This is an optimization exercise on Yosys and OpenROAD, whose aim is small area, a short achievable clock period and few clock cycles, not a production implementation.
Function not checked in this run: the RTL went through the layout flow alone.
No activity file was given, so power comes from the tool's default toggle rates.

File: flow/run.sh
#!/bin/bash
# synth_recipe.tcl (not shown) runs the flow's synth.tcl, then flattens the netlist and writes it again
# the make line also repeats each setting of config.mk as NAME=value (left out here)
make -C /OpenROAD-flow-scripts/flow DESIGN_CONFIG=/design/flow/config.mk WORK_HOME=/design/flow/orfs CLKGATE_MAP_FILE= SYNTH_SCRIPT=/design/flow/synth_recipe.tcl finish
File: flow/config.mk
export PLATFORM = sky130hd
export DESIGN_NAME = tcpu_apply
export DESIGN_NICKNAME = tcpu_apply
export VERILOG_FILES = /design/flow/design.v
export SDC_FILE = /design/flow/constraint.sdc
export NUM_CORES = 4
export LEC_CHECK = 0
export CAP_MARGIN = 20
export CORE_MARGIN = 2
export CORE_UTILIZATION = 60
export SETUP_SLACK_MARGIN = 3.5
export SLEW_MARGIN = 20
File: flow/constraint.sdc
create_clock -name core_clock -period 8.0 [get_ports {clk}]
set_input_delay 1.6000 -clock core_clock [delete_from_list [all_inputs] [get_ports {clk}]]
set_output_delay 1.6000 -clock core_clock [all_outputs]
set_load 0.01 [all_outputs]
File: flow/design.v
module tcpu_apply (
    input  wire        clk,
    input  wire        rst,           
    input  wire        start,         
    input  wire [31:0] plen,          
    input  wire [24:0] tlen,          
    output wire        busy,
    output reg         done,          
    output wire [3:0]  result,
    output wire [3:0]  sub,
    output wire [31:0] errinfo,
    output wire [1:0]  pst,
    output reg  [31:0] psc,
    output wire [31:0] applied,
    output wire        src_re,
    output wire [29:0] src_addr,      
    input  wire [31:0] src_rdata,     
    output wire        tgt_we,
    output wire [22:0] tgt_addr,      
    output wire [3:0]  tgt_be,
    output wire [31:0] tgt_wdata
);
    localparam [39:0] PATCH_MAGIC = 40'h5041544348;  
    localparam [23:0] EOF_MARK    = 24'h454F46;      
    localparam [2:0] S_IDLE  = 3'd0,
                     S_HDR   = 3'd1,    
                     S_REC   = 3'd2,    
                     S_RUN   = 3'd3,    
                     S_LIT   = 3'd4,    
                     S_RLE   = 3'd5,    
                     S_SKIP  = 3'd6;    
    localparam [1:0] OC_NONE = 2'd0,    
                     OC_OK   = 2'd1,    
                     OC_CORR = 2'd2,    
                     OC_WF   = 2'd3;    
    reg [2:0]  state;
    reg [1:0]  oc;
    reg [2:0]  subc;
    reg [29:0] apc;           
    reg [31:0] av;            
    reg        q0v;           
    reg        q1v;           
    reg [31:0] q0;
    reg [31:0] q1;
    wire       wrdy = q0v && q1v;
    reg [22:0] wa;            
    reg [1:0]  lstart;        
    reg [15:0] nrem;          
    reg        lastr;         
    reg [7:0]  fill;
    reg [3:0]  tmask;         
    reg [1:0]  rot;           
    reg        rwrap;         
    reg        we_r;
    reg [3:0]  be_r;
    reg [22:0] addr_r;
    reg [31:0] wdata_r;
    assign busy    = state != S_IDLE;
    assign result  = {1'b0, oc[1], 1'b0, oc[1] & oc[0]};
    assign sub     = {1'b0, subc};
    assign pst     = {oc == OC_CORR, oc == OC_OK};
    assign applied = {2'd0, apc};
    assign errinfo = (oc == OC_CORR) ? psc :
                     (oc == OC_WF)   ? {7'd0, wa, lstart} : {2'd0, apc};
    wire [31:0] hi    = rwrap ? q0 : q1;
    wire [63:0] win   = {hi, q0} >> {rot, 3'b000};
    wire [7:0]  b0 = win[7:0], b1 = win[15:8], b2 = win[23:16],
                b3 = win[31:24], b4 = win[39:32];
    wire [23:0] f_off  = {b0, b1, b2};
    wire [15:0] f_size = {b3, b4};
    wire [15:0] f_run  = {b0, b1};
    wire        av_hi0  = ~|av[31:17];
    wire        av_hi2  = av_hi0 && ~|av[16:3];
    wire        av0     = av_hi2 && ~|av[2:0];
    wire        av_lt3  = av_hi2 && !av[2] && !(av[1] && av[0]);
    wire        av_lt5  = av_hi2 && !(av[2] && (av[1] || av[0]));
    wire        c6r     = av_hi0 && !av[16] && (av[15:0] < nrem);
    wire        skip   = state == S_SKIP;
    wire [3:0]  lane_ge = 4'b1111 << lstart;
    reg  [3:0]  lane_lt;      
    always @(*) begin
        case ({!lastr || nrem[2], nrem[1:0]})
            3'b000: lane_lt = 4'b0000;
            3'b001: lane_lt = 4'b0001 << lstart;
            3'b010: lane_lt = 4'b0011 << lstart;
            3'b011: lane_lt = 4'b0111 << lstart;
            default: lane_lt = 4'b1111;
        endcase
    end
    wire [3:0]  inrange = lane_ge & lane_lt;
    wire [3:0]  badl    = inrange & ~tmask;
    wire        wfail   = |badl;
    wire [1:0]  fail_lane = badl[0] ? 2'd0 : badl[1] ? 2'd1 : badl[2] ? 2'd2 : 2'd3;
    wire [2:0]  room  = skip ? 3'd4 : 3'd4 - {1'b0, lstart};
    wire        last  = lastr;
    wire [2:0]  k     = last ? nrem[2:0] : room;
    wire [3:0]  room4 = {1'b0, room} + 4'd4;
    wire        last_nx = (nrem[15:4] == 12'd0) && (nrem[3:0] <= room4);
    wire        lpop  = ({1'b0, psc[1:0]} + k) >= 3'd4;
    wire        lit_go = (state == S_LIT) && wrdy && !c6r;
    wire        rle_go = (state == S_RLE);
    wire [22:0] wa_nx  = (state == S_REC) ? {1'b0, f_off[23:2]} : wa + 23'd1;
    wire [22:0] tw     = tlen[24:2];
    reg  [3:0]  tmask_nx;
    always @(*) begin
        if (wa_nx < tw)
            tmask_nx = 4'b1111;
        else if (wa_nx == tw)
            tmask_nx = (4'b0001 << tlen[1:0]) - 4'd1;
        else
            tmask_nx = 4'b0000;
    end
    reg [2:0] inc;
    always @(*) begin
        inc = 3'd0;
        case (state)
            S_HDR:  if (wrdy && !av_lt5) inc = 3'd5;
            S_REC:  if (wrdy && !av_lt3) inc = av_lt5 ? 3'd3 : 3'd5;
            S_RUN:  if (wrdy && !av_lt3) inc = 3'd3;
            S_LIT:  if (wrdy && !c6r) inc = k;
            S_SKIP: inc = k;
            default: inc = 3'd0;
        endcase
    end
    wire [1:0]  p5     = psc[1:0] + 2'd1;      
    wire [27:0] i4     = psc[31:4] + 28'd1;
    wire [28:0] pinc   = psc[3] ? {i4, 1'b0} : {psc[31:4], 1'b1};   
    wire [28:0] pinc2  = {i4, psc[3]};                             
    wire [3:0]  plo    = {1'b0, psc[2:0]} + {1'b0, inc};
    wire [3:0]  p3lo   = {1'b0, psc[2:0]} + 4'd3;
    wire        eofx   = (state == S_REC) && wrdy && !av_lt3 && (f_off == EOF_MARK);
    wire [3:0]  pnlo   = eofx ? p3lo : plo;
    wire [31:0] psc_nx = {pnlo[3] ? pinc : psc[31:3], pnlo[2:0]};
    wire [28:0] adec   = av[31:3] - 29'd1;
    reg [2:0] ainc;
    always @(*) begin
        ainc = 3'd0;
        case (state)
            S_HDR:  if (wrdy) ainc = 3'd5;
            S_REC:  if (wrdy) ainc = 3'd5;
            S_RUN:  if (wrdy) ainc = 3'd3;
            S_LIT:  if (wrdy) ainc = k;
            S_SKIP: ainc = k;
            default: ainc = 3'd0;
        endcase
    end
    wire [3:0]  alo    = {1'b0, av[2:0]} - {1'b0, ainc};
    wire [31:0] av_nx  = {alo[3] ? adec : av[31:3], alo[2:0]};
    reg [1:0] pop;
    always @(*) begin
        case (state)
            S_HDR:   pop = 2'd1;
            S_REC:   pop = (psc[1:0] == 2'd3) ? 2'd2 : 2'd1;
            S_RUN:   pop = (psc[1:0] != 2'd0) ? 2'd1 : 2'd0;
            S_LIT:   pop = lpop ? 2'd1 : 2'd0;
            default: pop = 2'd0;
        endcase
        if (!wrdy) pop = 2'd0;
    end
    assign src_re    = !busy || !q1v || (pop != 2'd0);
    reg [29:0] raddr;
    always @(*) begin
        case ({q1v, q0v, psc[2]})
            3'b000: raddr = {psc[31:3], 1'b1};
            3'b001: raddr = {pinc, 1'b0};
            3'b010: raddr = {pinc, 1'b0};
            3'b011: raddr = {pinc, 1'b1};
            3'b110: raddr = {pinc, 1'b1};
            3'b111: raddr = {pinc2, 1'b0};
            default: raddr = {pinc, 1'b0};
        endcase
    end
    assign src_addr  = busy ? raddr : 30'd0;
    wire [3:0]  be_c     = (lit_go || rle_go) ? (inrange & tmask) : 4'b0000;
    assign tgt_addr  = addr_r;
    assign tgt_be    = be_r;
    assign tgt_we    = we_r;
    assign tgt_wdata = wdata_r;
    always @(posedge clk) begin
        if (rst) begin
            we_r <= 1'b0;
            be_r <= 4'b0000;
        end else begin
            we_r <= |be_c;
            be_r <= be_c;
        end
        addr_r  <= wa;
        wdata_r <= rle_go ? {4{fill}} : win[31:0];
    end
    task finish;
        input [1:0] c;
        input [2:0] s;
        begin
            oc    <= c;
            subc  <= s;
            done  <= 1'b1;
            state <= S_IDLE;
        end
    endtask
    always @(posedge clk) begin
        if (rst) begin
            state <= S_IDLE;
            done  <= 1'b0;
            oc    <= OC_NONE;
            subc  <= 3'd0;
            psc   <= 32'd0;
            apc   <= 30'd0;
            q0v   <= 1'b0;
            q1v   <= 1'b0;
        end else begin
            done <= 1'b0;
            psc  <= psc_nx;
            av   <= av_nx;
            if (!(state == S_LIT && !wrdy)) begin
                rot   <= plo[1:0];
                rwrap <= 1'b0;
            end
            if (busy) begin
                if (!q0v) begin
                    q0  <= src_rdata;
                    q0v <= 1'b1;
                end else if (!q1v) begin
                    q1  <= src_rdata;
                    q1v <= 1'b1;
                end else if (pop == 2'd1) begin
                    q0  <= q1;
                    q1  <= src_rdata;
                end else if (pop == 2'd2) begin
                    q0  <= src_rdata;
                    q1v <= 1'b0;
                end
            end
            case (state)
            S_IDLE: begin
                if (start) begin
                    psc    <= 32'd0;
                    av     <= plen;
                    apc    <= 30'd0;
                    q0v    <= 1'b0;
                    q1v    <= 1'b0;
                    lstart <= 2'd0;
                    rot    <= 2'd0;
                    rwrap  <= 1'b0;
                    state  <= S_HDR;
                end
            end
            S_HDR: if (wrdy) begin
                if (av_lt5)
                    finish(OC_CORR, 3'd1);
                else if ({b0, b1, b2, b3, b4} != PATCH_MAGIC)
                    finish(OC_CORR, 3'd2);
                else
                    state <= S_REC;
            end
            S_REC: if (wrdy) begin
                wa     <= wa_nx;
                tmask  <= tmask_nx;
                lstart <= f_off[1:0];
                nrem   <= f_size;
                lastr  <= {14'd0, f_size} <= 16'd4 - {14'd0, f_off[1:0]};
                if (av0)
                    finish(OC_OK, 3'd1);
                else if (av_lt3)
                    finish(OC_CORR, 3'd3);
                else if (f_off == EOF_MARK)
                    finish(OC_OK, 3'd0);
                else if (av_lt5)
                    finish(OC_CORR, 3'd4);
                else if (f_size == 16'd0)
                    state <= S_RUN;
                else
                    state <= S_LIT;    
                if (f_size != 16'd0) begin
                    rot   <= p5 - f_off[1:0];
                    rwrap <= p5 < f_off[1:0];
                end
            end
            S_RUN: if (wrdy) begin
                nrem <= f_run;
                lastr <= {14'd0, f_run} <= 16'd4 - {14'd0, lstart};
                fill <= b2;
                if (av_lt3)
                    finish(OC_CORR, 3'd5);
                else
                    state <= S_RLE;
            end
            S_LIT, S_RLE: if (state == S_LIT && c6r) begin
                finish(OC_CORR, 3'd6);
            end else if (state == S_RLE || wrdy) begin
                nrem  <= nrem - {13'd0, k};
                lastr <= last_nx;
                if (wfail) begin
                    lstart <= fail_lane;
                    state  <= S_SKIP;
                    if (!(state == S_LIT && !last)) begin
                        nrem  <= 16'd0;
                        lastr <= 1'b1;
                    end
                end else begin
                    wa     <= wa_nx;
                    tmask  <= tmask_nx;
                    lstart <= 2'd0;
                    if (last) begin
                        apc   <= apc + 30'd1;
                        state <= S_REC;
                    end
                end
            end
            S_SKIP: begin
                nrem  <= nrem - {13'd0, k};
                lastr <= last_nx;
                if (last)
                    finish(OC_WF, 3'd0);
            end
            default: state <= S_IDLE;
            endcase
        end
    end
endmodule
==> flow_metrics.tcl <==
set metrics [dict create \
    status "finished clean" \
    drt-initial-drc-count 2186 \
    post-route-period-util_pct 56.5 \
    synth_edf_count 153 \
    slowest_delay_ns 0.36 \
    fin_total_pwr_uw 6070 \
    start_util_pct 61.3 \
    holdCritPathClass "flop to flop" \
    cp-end-kind "output pin" \
    max_cap_viol_count 0 \
    antenna_found_initial 1 \
    pre_cts_slack_ns 2.89 \
    wl_per_cell_um 22.2 \
    rsz0062_at_grt "true" \
    met1_usage_pct 51.3 \
    worst_clock_skew_ns 0.0222 \
    ys_seq_area_share_pct 40.9 \
    maxSlewViolCount 0 \
    synth.distinct_cells 81 \
    met2_usage_pct 55.9 \
    cp_slowest_cell "dfxtp_4" \
    tns_ns 0 \
    drive_gt1_share_pct 12.0 \
    tritoncts "built" \
    final_nets 2347 \
    gp_congestion 0.971 \
    drc 0 \
    grt_overflow 0 \
    core_mm2 0.0289 \
    dieHeight_um 176 \
    clockBufferDepth 3 \
    syn2layout_area_growth_pct 26.3 \
    cts.sinks 286 \
    worstMarginPinSlew_ns 1.05 \
    async_reset_ff_share_pct 0 \
    pin_count 291 \
    required_ns 6.40 \
    num_vias 16600 \
    fmax_mhz 221 \
    grt-busiest-layer "met2" \
    syn_avg_cell_area_um2 9.28 \
    clock_latency_ns 0.58 \
    rows 62 \
    arrival_ns 2.92 \
    start_kind "flop" \
    maxSlewHeadroom_pct 29.5 \
    die_w_um 176 \
    critPathMostFrequentCell "a31oi_1" \
    crit_chain "buf_12 > nand3b_1 > nand2_1 > nor2_1 > a21oi_2 > inv_1 > ha_1 > a31oi_1 > xor2_1 > a31oi_1 > nor2_2 > nor2b_2 > o31ai_2 > buf_2" \
    globalRouteMet3Util_pct 5.25 \
    clk_pin_slew_ns 0.07 \
    die_area_mm2 0.0310 \
    hpwlAfterDp_um 41300 \
    drt-pass1-iter-count 5 \
    root_buffer "clkbuf_16" \
    hold_buffers 0 \
    synthFlopType "edfxtp_1" \
    cts_max_level 1 \
    crit_type "flop to output pin" \
    routed_via_density 6.40 \
    power.density_mw_per_mm2 271 \
    synthCells 1913 \
    hold_viol 0 \
    final-setup-viol-count 0 \
    power.leakage_uw 0.00811 \
    grt_start_max_net_pins 75 \
    hold_ws_ns 0.480 \
    worst_slack_ns 3.48 \
    ys_warn_count 1 \
    synth_area_mm2 0.0177 \
    grt_pass1_vias 15300 \
    grt_pass1_wl_um 87400 \
    ys_ff_latch 286 \
    portBuffers 285 \
    post-route-util_pct 77.4 \
    vdd_ir_drop_max_uv 225 \
    period_minus_slack_ns 4.52 \
    drt_wl_total_um 57400 \
    crit_path_max_fanout 13 \
    track_usage_pct 36.1 \
    ant_nets 0 \
    cts_buffers 30 \
]
==> where the power goes <==
part / switching [uW] / leakage [uW] / total (uW) / internal, uW
Combinational: 1390 / 0.00508 / 2370 / 979
Clock: 607 / 0.000507 / 1460 / 850
Sequential: 306 / 0.00253 / 2240 / 1930
Total: 2310 / 0.00811 / 6070 / 3760
==> logic make-up after synthesis <==
| kind of cell | Yosys count | share of synthesized area [%] |
|---|---|---|
| other | 1 | 0.0211 |
| XOR/XNOR | 124 | 6.12 |
| buffers and inverters | 203 | 4.56 |
| adder cells (fa/ha/maj) | 74 | 5.39 |
| AO/OA/AOI/OAI | 375 | 13.1 |
| multiplexers | 146 | 10.7 |
| flip-flops | 286 | 40.9 |
| AND/OR/NAND/NOR | 704 | 19.3 |
==> area by class of cell <==
| class | instances | area, um2 |
|---|---|---|
| multi-input combinational | 1428 | 9930 |
| sequential | 286 | 7290 |
| antenna | 1 | 2.50 |
| fill | 1964 | 6530 |
| tap | 384 | 480 |
| timing repair buffer | 340 | 3320 |
| inverter | 95 | 360 |
| clock buffer | 38 | 811 |
| clock inverter | 18 | 215 |
==> placed cells by master, fill, tap and decap left out, drive strengths merged, types with 20 or more instances in the layout <==
cell,n
clkdlybuf4s50,276
nand2,216
nor2,178
edfxtp,153
dfxtp,133
o21ai,130
a21oi,101
inv,97
xnor2,82
ha,70
mux2i,59
mux2,58
buf,55
nor3,51
xor2,42
nand3,40
clkbuf,40
nor4,35
mux4,29
and3,28
or3,24
nand4,23
and2,22
nor2b,21
a211oi,20
==> cell usage after synthesis, drive strengths merged, types with 16 or more instances <==
cell type | number | share of area (%)
a211oi | 20 | 0.85
a21o | 17 | 0.72
a21oi | 101 | 2.8
a31oi | 17 | 0.63
and2 | 22 | 0.78
and3 | 28 | 0.99
buf | 33 | 0.97
clkbuf | 75 | 1.6
dfxtp | 133 | 15
edfxtp | 153 | 26
ha | 70 | 4.9
inv | 95 | 2.0
mux2 | 58 | 3.7
mux2i | 59 | 3.3
mux4 | 29 | 3.7
nand2 | 216 | 4.6
nand3 | 40 | 1.1
nand4 | 23 | 0.81
nor2 | 178 | 3.8
nor2b | 21 | 0.74
nor3 | 51 | 1.4
nor4 | 35 | 1.2
o21ai | 130 | 3.7
or3 | 24 | 0.87
or4 | 16 | 0.70
xnor2 | 82 | 4.0
xor2 | 42 | 2.1
==> flip-flops by register name, summed over array words and instances (netlist names), 2 cells and up <==
| register | flops |
|---|---|
| wdata_r | 32 |
| fill | 8 |
| subc | 3 |
| nrem | 16 |
| lstart | 2 |
| av | 32 |
| be_r | 4 |
| psc | 32 |
| q1 | 32 |
| wa | 23 |
| state | 3 |
| tmask | 4 |
| rot | 2 |
| oc | 2 |
| apc | 30 |
| addr_r | 23 |
| q0 | 32 |
==> per-stage QoR <==
| stage | instance area, um2 | instances |
|---|---|---|
| floorplan | 17800 | 1917 |
| global placement | 20900 | 2504 |
| detailed placement | 20900 | 2504 |
| CTS | 22100 | 2571 |
| global route | 22400 | 2589 |
| finish | 22400 | 2590 |
==> critical path, delay by kind of cell, from the launching register on <==
kind	cells	cell delay, ns
AND/OR/NAND/NOR	5	0.64
AO/OA/AOI/OAI	4	0.63
flip-flops	1	0.36
buffers and inverters	3	0.36
adder cells (fa/ha/maj)	1	0.27
XOR/XNOR	1	0.08
==> routing by layer <==
layer  vias to the layer above  wire [um]  part of all wire, %
met2                      1047      25500                   44
met5                         -          0                    0
met1                      7886      23200                   40
met3                       167       5990                   10
li1                       7466          -                    -
met4                         0       2660                  4.6
==> final timing paths <==
| check | startpoint | endpoint | slack, ns | depth (start not counted) |
|---|---|---|---|---|
| worst max register to register | rot[0] | tmask[1] | 3.61 | 13 |
| worst min register to register | oc[0] | oc[0] | 0.48 | 2 |
| worst max-delay path | state[0] | src_re | 3.48 | 14 |
| worst min-delay path | oc[0] | oc[0] | 0.48 | 2 |
==> repair_timing <==
item | in CTS | in global routing
gates cloned | 0 | 2
pin swaps | 3 | 12
setup endpoints to repair | 59 | 63
buffers inserted | 11 | 16
resized for setup | 44 | 49

[afterwards: timing with drivers on the ports]
In the flow no input, the clock included, has a driving cell. The finished layout below was timed again as built, in two steps. Step 1, drivers: a clkbuf_16 drives clk and a buf_2 each remaining input, both assumed. Step 2 adds t to the input delays and takes it off the output delays; t is the mean of the earliest and latest rising clock arrival at the registers after step 1. Input paths then give back, and output paths get back, about the clock's delay inside the block. a / b / c = ideal ports / drivers / drivers and shift; a / b = the first two.
t (ns): 0.621
setup WS [ns]: 3.483 / 3.427 / 3.606
worst setup path after step 2: register to register
pins driven straight from the clock port: 1
After both steps this run still meets setup and hold. For this run, drivers alone change the setup slack by -0.056 ns; drivers and shift together by +0.123 ns.
